From an optimization exercise on the open Yosys and OpenROAD flow, aimed at small area and few clock cycles per item; shortcuts taken in it are not production practice. Only simulation tests tie the RTL to the original design; equivalence was not proved.

v58:
## magenta_core
module magenta_core (
    input  wire         clk,
    input  wire         rst,         
    input  wire         start,       
    input  wire         decrypt,     
    input  wire [1:0]   ksize,       
    input  wire [255:0] key,         
    input  wire [127:0] din,         
    output wire         ready,
    output wire         done,
    output wire [127:0] dout
);
Size: roughly 11000 cells after synthesis, ~520 flip-flops, about 520 I/O pins, ~67000 um^2 of cells after synthesis.
clock: 20.0 ns
lec_check: 0
cap_margin: 20
cell_pad_in_sites_detail_placement: 1
cell_pad_in_sites_global_placement: 1
core_margin: 2
core_utilization: 35
cts_buf_list: sky130_fd_sc_hd__clkbuf_4 sky130_fd_sc_hd__clkbuf_8
slew_margin: 20
standard.sh (not shown) runs the stock make flow with config.mk's settings and CLKGATE_MAP_FILE= SYNTH_SCRIPT=/design/flow/synth_recipe.tcl, a recipe that flattens the netlist after the stock synthesis.
==> flow/flow/run.sh <==
#!/bin/bash
# Layout flow: the standard flow, except that synthesis maps the logic with
# an area-oriented ABC script (flow/abc.script) and without Yosys's adder
# extraction. Everything after synthesis is the standard flow unchanged.
set -euo pipefail
W=$PWD
rm -rf "$W/scripts_mod"
cp -r "$FLOW_HOME/scripts" "$W/scripts_mod"
cp "$W/flow/abc.script" "$W/scripts_mod/abc_speed.script"
cp "$W/flow/abc.script" "$W/scripts_mod/abc_area.script"
SCRIPTS_DIR="$W/scripts_mod" ADDER_MAP_FILE= bash "$W/standard.sh" synth > "$W/flow_synth.log" 2>&1
# Port buffers: the smallest buffer cell rather than the resizer's default pick.
BUFFER_PORTS_ARGS="-buffer_cell sky130_fd_sc_hd__buf_1" bash "$W/standard.sh" > "$W/flow_layout.log" 2>&1
==> flow/flow/abc.script <==
strash
dch -f
amap
topo
stime -c
Both conditions hold for v58: the flow ran to the end and the final layout passed the timing, DRC and antenna checks.
Testbench counts of v58, summed over its fixed seeds: cycles 20,924, items 512.
diff inputs: v58 => v9
Settings: CTS_BUF_LIST removed (was sky130_fd_sc_hd__clkbuf_4 sky130_fd_sc_hd__clkbuf_8); CAP_MARGIN changed from 20 to 5; SLEW_MARGIN changed from 20 to 5.
==> flow/flow/run.sh <==
#!/bin/bash
# Layout flow: the standard flow, except for three settings.
#  - Synthesis maps the logic with an area-oriented ABC script
#    (flow/abc.script) and without Yosys's adder extraction.
#  - Port buffers use the smallest buffer cell.
#  - Clock tree: larger sink clusters and no dummy loads, for fewer buffers.
# Everything else is the standard flow unchanged.
set -euo pipefail
W=$PWD
rm -rf "$W/scripts_mod"
cp -r "$FLOW_HOME/scripts" "$W/scripts_mod"
cp "$W/flow/abc.script" "$W/scripts_mod/abc_speed.script"
cp "$W/flow/abc.script" "$W/scripts_mod/abc_area.script"
SCRIPTS_DIR="$W/scripts_mod" ADDER_MAP_FILE= bash "$W/standard.sh" synth > "$W/flow_synth.log" 2>&1
BUFFER_PORTS_ARGS="-buffer_cell sky130_fd_sc_hd__buf_1" \
CTS_ARGS="-sink_clustering_enable -repair_clock_nets -sink_clustering_size 20 -sink_clustering_max_diameter 100 -dont_use_dummy_load" \
  bash "$W/standard.sh" > "$W/flow_layout.log" 2>&1
-- flow/flow/abc.script --
<<< v58, line 2
>>> v9, line 2
&get -n
&deepsyn -T 120
&put
## What came out
- v9 vs. v58: number of placed instances, taps included decreased 378, share of cell area taken by multi-input logic gates has increased.
- Count of clock-buffer cells in the layout on v9 is down relative to v58.
- Cell depth of the worst min-delay path in v9 vs v58: down 1
- Relative to v58, global routing usage on met2 decreased by 0.44 points in v9.
The following lists how v57 was set up differently from v9:
Settings: a change of CAP_MARGIN from 5 to 20; a change of SLEW_MARGIN from 5 to 20.
## What came out
Delta (v57 minus v9): area of combinational cells with multiple inputs now sits at about the same level, final-stage net count did not really move.
c[13] as the worst setup path startpoint was reported by v9, and c[53] by v57.
v57 reports a higher final period utilization than v9 does.
Diff v57 and v9: time the worst path needs with I/O delays and setup higher in v57
Looking at v57 and v9, the routed wire length is a wash.
v57 completed; timing, DRC and antenna clean
Compared with v9, in v57 sequential portion of the cell area held, post-route standard cell area excluding fillers held, clock-buffer cell count went down about 4%.
## Diff of input files: v31 against v57
Settings: a change of CORE_UTILIZATION from 35 to 45; a change of CELL_PAD_IN_SITES_GLOBAL_PLACEMENT from 1 to 0; a change of CELL_PAD_IN_SITES_DETAIL_PLACEMENT from 1 to 0.
Notes after the runs:
From v57 to v31, number of instances in the synthesized netlist did not move at all.
v31 has iteration count of the initial detailed-routing pass above what v57 had.
Insertion delay of the later-clocked pin in the worst-skew pair: higher on v57
v31: full flow OK, the timing, DRC and antenna checks passed

## re-timing with driven ports
Ports are ideal in the flow. The routed layouts listed here were re-timed in OpenROAD. Step 1 sets driving cells, clkbuf_16 on the clock port and buf_2 on the other inputs (assumed; they add their load-dependent delay and slew). Step 2, shift: input delay + t, output delay - t, t = (earliest + latest rising clock arrival at the registers) / 2. This alone moves slack from input paths to output paths. Slacks: ideal ports / drivers / drivers and shift; pairs: ideal ports / drivers.
run | t, ns | setup slack, ns | worst register clock-pin slew, ns
v58 | 0.967 | 1.736 / 1.736 / 1.736 | 0.08 / 0.08
v9 | 0.764 | 1.745 / 1.745 / 1.745 | 0.10 / 0.10
v57 | 0.764 | 1.667 / 1.667 / 1.667 | 0.10 / 0.10
v31 | 0.722 | 1.765 / 1.765 / 1.765 | 0.10 / 0.10
After both steps setup and hold are still met in every run listed.
